This is an optimization exercise on Yosys and OpenROAD, whose aim is small area, a short achievable clock period and few clock cycles, not a production implementation.
Function was checked by simulation only, so behaviour that the tests miss may differ from the original.
Power and IR drop assume default switching activity.

== run 1 ==
==> flow/design.v (excerpt) <==
module esbf (
    input  wire       clk,
    input  wire       rst,         
    input  wire       in_valid,
    output wire       in_ready,
    input  wire [7:0] in_data,
    input  wire       in_last,
    output wire       out_valid,
    input  wire       out_ready,
    output wire [7:0] out_data,
    output wire       out_last
);
    localparam RL = 37;                  
    localparam [3:0] O_ILL   = 4'd0;
    localparam [3:0] O_INIT  = 4'd1;
    localparam [3:0] O_LOAD  = 4'd2;
    localparam [3:0] O_UPDB  = 4'd3;
    localparam [3:0] O_UPDN  = 4'd4;
    localparam [3:0] O_CREAD = 4'd5;
    localparam [3:0] O_BUILD = 4'd6;
    localparam [3:0] O_CHECK = 4'd7;
    localparam [3:0] O_FREAD = 4'd8;
    localparam [3:0] O_INFO  = 4'd9;
    localparam [1:0] K_CRC   = 2'd1;
    localparam [1:0] K_FRAME = 2'd2;
    localparam [1:0] K_INFO  = 2'd3;
    localparam [3:0] R_ST    = 4'd15;    
    function [15:0] step1;
        input [15:0] c;
        begin
            step1 = {c[14:0], 1'b0} ^ (c[15] ? 16'h1021 : 16'h0000);
        end
    endfunction
    function [15:0] step8;
        input [15:0] c;
        integer i;
        reg [15:0] t;
        begin
            t = c;
            for (i = 0; i < 8; i = i + 1)
                t = {t[14:0], 1'b0} ^ (t[15] ? 16'h1021 : 16'h0000);
            step8 = t;
        end
    endfunction
    function [5:0] inc37;
        input [5:0] x;
        begin
            inc37 = (x == RL - 1) ? 6'd0 : x + 6'd1;
        end
    endfunction
    reg [15:0] crc_r;
    reg        held;                     
    reg [1:0]  fstat;
    reg [2:0]  alen_a;
    reg [5:0]  plen_a;
    reg        c2_a;                     
    reg [7:0]  chan_a;
    reg [15:0] cw;                       
    reg        pre;                      
    reg [15:0] ca;                       
    reg        pren;                     
    reg        cpend;                    
    reg [8*RL-1:0] ring;
    reg        ir;                       
    reg        ie;                       
    reg [2:0]  ac;                       
    reg [3:0]  opc;
    reg [7:0]  rem_a, rem_p;             
    reg        aok, pok, cok;
  ...
clock: 9.0 ns
lec_check: 0
cap_margin: 20
core_margin: 2
core_utilization: 50
cts_buf_list: sky130_fd_sc_hd__clkbuf_8
cts_cluster_diameter: 50
cts_cluster_size: 18
place_density: 0.6
slew_margin: 20
standard.sh (not shown) runs the stock make flow with config.mk's settings and CLKGATE_MAP_FILE= SYNTH_SCRIPT=/design/flow/synth_recipe.tcl, a recipe that flattens the netlist after the stock synthesis.
==> flow/flow/run.sh <==
#!/bin/bash
set -euo pipefail
bash standard.sh SETUP_SLACK_MARGIN=6.3 "BUFFER_PORTS_ARGS=-buffer_cell sky130_fd_sc_hd__buf_4" finish > standard.log 2>&1
Run 1 has completed all stages; timing, DRC and antenna checks passed.
Testbench counts of run 1, summed over its fixed seeds: cycles 20,585.
Setup changes, run 1 to run 2
- swapping sky130_fd_sc_hd__clkbuf_8 for sky130_fd_sc_hd__clkbuf_16 in CTS_BUF_LIST
- swapping 50 for 80 in CTS_CLUSTER_DIAMETER
- putting TNS_END_PERCENT at 100 where nothing was set
- swapping 18 for 30 in CTS_CLUSTER_SIZE
- swapping 50 for 65 in CORE_UTILIZATION
- swapping 0.6 for 0.75 in PLACE_DENSITY
==> flow/flow/run.sh <==
#!/bin/bash
set -euo pipefail
bash standard.sh SETUP_SLACK_MARGIN=6.1 "BUFFER_PORTS_ARGS=-buffer_cell sky130_fd_sc_hd__buf_4" finish > standard.log 2>&1
[summary]
- met1 usage in global routing ended up 8.5 points higher on run 2 than on run 1.
- Combinational power share: run 2 and run 1 compared, higher one is run 1
- Run 2: power share of the clock group 3.5 points below run 1
- Higher global-route usage goes to run 2 over run 1.
- Run 2 against run 1: register-to-register slack decreased by 0.03 ns relative to the old numbers; design area saw a decrease; area enclosed by the die boundary went down by about 23%.
- Summary — setup slack, run 2 relative to run 1: higher, by 0.068 ns.
- Note that the global-route wire length before repair recorded for run 1 amounts to 1.07 times the value seen in run 2.
- Relative to run 1, vertical die dimension decreased by about 12% in run 2.
- Power: run 2 draws less than run 1
For run 3, these inputs were changed with respect to run 2:
- PLACE_DENSITY: 0.75 -> 0.6
- TNS_END_PERCENT: 100 -> unset
- CORE_UTILIZATION: 65 -> 50
### Flow results
Run 3 vs. run 2: final area increased by 480 um^2 relative to the old numbers, fraction of area in multi-input gates decreased by 0.57 points relative to the old numbers. Run 2 -> run 3: standby leakage power increased by a few percent. Delta (run 3 minus run 2): number of diodes increased by 1 relative to the old numbers, area enclosed by the die boundary increased by 29% relative to the old numbers. Compared with run 2, run 3 instantiates a larger number of standard cells. Side by side, worst hold slack turned out lower in run 3 than in run 2. The met1 usage reported for run 3 is smaller than that of run 2 by 8.0 points.
Setup changes, run 3 to run 4
==> flow/flow/run.sh <==
#!/bin/bash
set -euo pipefail
bash standard.sh SETUP_SLACK_MARGIN=6.2 "BUFFER_PORTS_ARGS=-buffer_cell sky130_fd_sc_hd__buf_4" finish > standard.log 2>&1
==> results.txt <==
- Run 3 has a lower buffers inserted during post-CTS setup optimization than run 4.
- met2 as the most crowded layer after global routing was reported by run 4, and met1 by run 3.
- Diff run 3 -> run 4 | worst setup slack | increase of 0.0035 ns
- Run comparison: run 3 first element of the critical path od[6]$_SDFFCE_PP0P_; run 4 first element of the critical path od[1]$_DFFE_PP_
- On power density over the cells, the lower figure sits with run 4, not run 3.
- Per the comparison of run 4 with run 3, routed wire length shows an increase of 3.3%; overall power consumption shows a reduction of about 0.55%; cell-internal power held steady.
- Changes observed in run 4 relative to run 3: tightest hold margin held; detailed placement HPWL held.
Edits applied to the flow inputs when going from run 4 to run 5:
- CTS_CLUSTER_DIAMETER now 60, was 80
- PLACE_DENSITY now 0.75, was 0.6
- CTS_CLUSTER_SIZE now 24, was 30
- CORE_UTILIZATION now 65, was 50
==> flow/flow/run.sh <==
#!/bin/bash
set -euo pipefail
bash standard.sh SETUP_SLACK_MARGIN=6.1 "BUFFER_PORTS_ARGS=-buffer_cell sky130_fd_sc_hd__buf_4" finish > standard.log 2>&1
==> results.txt <==
The final reports for run 5 and run 4 show total wire length after detailed routing lower in the former. [compare] base=run 4 new=run 5: area growth from synthesis to layout dropped 2.1 points; global-route total usage across every layer climbed 6.3 points. Between run 5 and run 4, clock network fraction of total power is higher for run 5, run 4 comes in under that. Number of instances in the placed design, run 5 and run 4: lower on run 5. | worst-case hold slack | run 5 vs run 4 | better |. Run 5 vs. run 4: power density over cell area went up by 5.1%. Global-route met3 utilization: run 5 vs run 4 up 0.86 points. Compared with run 4, run 5 shows a lower global-route wire length before repair.
Modified inputs, run 6 compared to run 5
- CTS_CLUSTER_SIZE: 24 -> 30
- GPL_ROUTABILITY_DRIVEN: unset -> 0
- CTS_CLUSTER_DIAMETER: 60 -> 80
[summary]
- Est. power | run 6 vs run 5 | run 6 lower
- Min met3 routing resource usage after global routing across run 5 and run 6: run 5
- Diff run 5 -> run 6: setup slack now sits higher; routed wire length lower.
- In the metrics for run 5 and run 6, the one carrying the higher number of gates resized after cts is run 5.
- Run 6 ended up with a lower total internal power than run 5 did.
- On number of filler instances in the final layout, the higher figure sits with run 6, not run 5.

Another version of the RTL of esbf (not shown whole).
Size: about 1600 cells after synthesis, ~450 flip-flops, about 24 I/O pins, roughly 17000 µm² of cells after synthesis.
clock: 9.0 ns
lec_check: 0
cap_margin: 20
core_margin: 2
core_utilization: 65
place_density: 0.75
slew_margin: 20
run.sh (not shown) runs the stock make flow with config.mk's settings and CLKGATE_MAP_FILE= SYNTH_SCRIPT=/design/flow/synth_recipe.tcl, a recipe that flattens the netlist after the stock synthesis.
Stock flow here: none of the scripts above is used.
Testbench counts at the start, summed over its fixed seeds: cycles 28,974.
Next try:
CORE_UTILIZATION = 30   (was 65)
PLACE_DENSITY = 0.45   (was 0.75)
Die area climbs by about 110%.
Sequential share of layout area decreases by 2.3 points.
Cell area climbs by 4.6%.
Core utilization went down by 38 points.
Routed wire length is higher by about 14%.
Critical path depth drops by 2.
Fmax went up by about 2.4%.
Via count goes down by 2.1%.
Final cell count goes up by 23%.

## fjord
RTL: one of the versions met above, not the one the previous note started from.
For scale: roughly 1,700 cells after synthesis, ~480 flip-flops, ~24 I/O pins, about 18,000 µm² of cells after synthesis.
clock: 9.0 ns
lec_check: 0
cap_margin: 20
core_margin: 2
core_utilization: 82
cts_buf_list: sky130_fd_sc_hd__clkbuf_16
cts_cluster_diameter: 80
cts_cluster_size: 30
place_density: 0.8999999999999999
slew_margin: 20
standard.sh (not shown) runs the stock make flow with config.mk's settings and CLKGATE_MAP_FILE= SYNTH_SCRIPT=/design/flow/synth_recipe.tcl, a recipe that flattens the netlist after the stock synthesis.
==> flow/flow/run.sh <==
#!/bin/bash
set -euo pipefail
bash standard.sh SETUP_SLACK_MARGIN=6.1 "BUFFER_PORTS_ARGS=-buffer_cell sky130_fd_sc_hd__buf_4" finish > standard.log 2>&1
Stage in which a tool error killed fjord: 5_1_grt.
Testbench counts of fjord, summed over its fixed seeds: cycles 20,585.
Modified inputs, xenon compared to fjord
- CORE_UTILIZATION changed from 82 to 60
- PLACE_DENSITY changed from 0.8999999999999999 to 0.7
Results
xenon reached the end of the flow, and the finished layout is clean on the timing, DRC and antenna checks.
Re post-synthesis instance area: no difference whatsoever between fjord and xenon.
Number of setup buffers added after CTS ended up about 40% lower on xenon than on fjord.
In the reports for xenon and fjord, the smaller initial cell density of the core belongs to xenon.
Between fjord and xenon, the flow reports die outline width increasing by more than 10%.
Die height ended up 25 µm higher on xenon than on fjord.
Against fjord as the reference, xenon delivers a higher placement-stage cell area.
Total CTS buffers in xenon is 3 higher than in fjord
Measured against each other, xenon and fjord differ in post-cts resize count, the lower figure coming from xenon.
Changes in juniper relative to xenon:
- CORE_UTILIZATION changed from 60 to 65
- PLACE_DENSITY changed from 0.7 to 0.75
### Flow results
juniper | stages: all done | timing, DRC, antenna: all pass. xenon has a higher final critical delay including setup and external delays than juniper. In the flow results for juniper and xenon, the maximum frequency is larger on juniper. Comparing total power after layout for juniper and xenon, the bigger number came from xenon.
Edits applied to the flow inputs when going from juniper to amber:
==> flow/flow/run.sh <==
#!/bin/bash
set -euo pipefail
bash standard.sh SETUP_SLACK_MARGIN=6.0 "BUFFER_PORTS_ARGS=-buffer_cell sky130_fd_sc_hd__buf_4" finish > standard.log 2>&1
Notes after the runs:
All of juniper and amber finish clean. In the metrics for juniper and amber, the one carrying the lower data arrival time of the worst path is juniper. amber and juniper ended up with roughly the same clock transition time at the flip-flop clock pins of the worst setup and hold paths. Worst setup slack in amber is 0.027 ns lower than in juniper. Area: amber vs juniper -> amber smaller. Looking only at number of buffers other than clock buffers in the final layout, and setting everything else aside, the higher value of juniper and amber goes to juniper. amber improves on juniper in power. Wire length on met3 was lower in the run labelled amber. amber: portion of total power attributed to combinational logic 0.4 points below juniper. On wire length, amber does better than juniper. Looking at juniper and amber, the cell area reported after detailed placement is a wash. Final non-filler cell total (amber vs. juniper) decreases slightly.

[separate check: timing with driven ports]
In the flow no input, the clock included, has a driving cell. The finished layouts below were timed again as built, in two steps.
Step 1, drivers: a clkbuf_16 drives clk and a buf_2 each remaining input, both assumed.
Step 2 times the ports against the registers' clock, not the clock port: input delays grow and output delays shrink by t, the midpoint of the rising clock arrivals with the driver on.
Slacks: no drivers / after step 1 / after step 2; pairs: no drivers / after step 1.
| run | shift t [ns] | setup slack, ns | hold slack, ns | cell pins on the clock port's net |
|---|---|---|---|---|
| run 1 | 0.684 | 6.015 / 5.962 / 5.721 | 0.320 / 0.320 / 0.320 | 1 |
| run 2 | 0.593 | 6.083 / 6.028 / 5.631 | 0.328 / 0.328 / 0.328 | 1 |
| run 3 | 0.623 | 6.045 / 5.988 / 5.585 | 0.319 / 0.319 / 0.319 | 1 |
| run 4 | 0.633 | 6.049 / 5.994 / 5.671 | 0.319 / 0.319 / 0.319 | 1 |
| run 5 | 0.623 | 6.055 / 6.001 / 5.564 | 0.326 / 0.326 / 0.326 | 1 |
| run 6 | 0.585 | 6.094 / 6.040 / 5.584 | 0.314 / 0.314 / 0.314 | 1 |
| the first run of note 2 | 0.603 | 4.543 / 4.543 / 4.543 | 0.321 / 0.321 / 0.321 | 1 |
| the second run of note 2 | 0.639 | 4.646 / 4.646 / 4.595 | 0.304 / 0.304 / 0.304 | 1 |
| xenon | 0.625 | 6.053 / 5.999 / 5.648 | 0.320 / 0.320 / 0.320 | 1 |
| juniper | 0.593 | 6.083 / 6.028 / 5.631 | 0.328 / 0.328 / 0.328 | 1 |
| amber | 0.601 | 6.056 / 6.005 / 5.640 | 0.316 / 0.316 / 0.316 | 1 |
After both steps setup and hold are still met in every run listed. For run 6, which loses most, drivers alone change the setup slack by -0.054 ns; drivers and shift together by -0.510 ns.
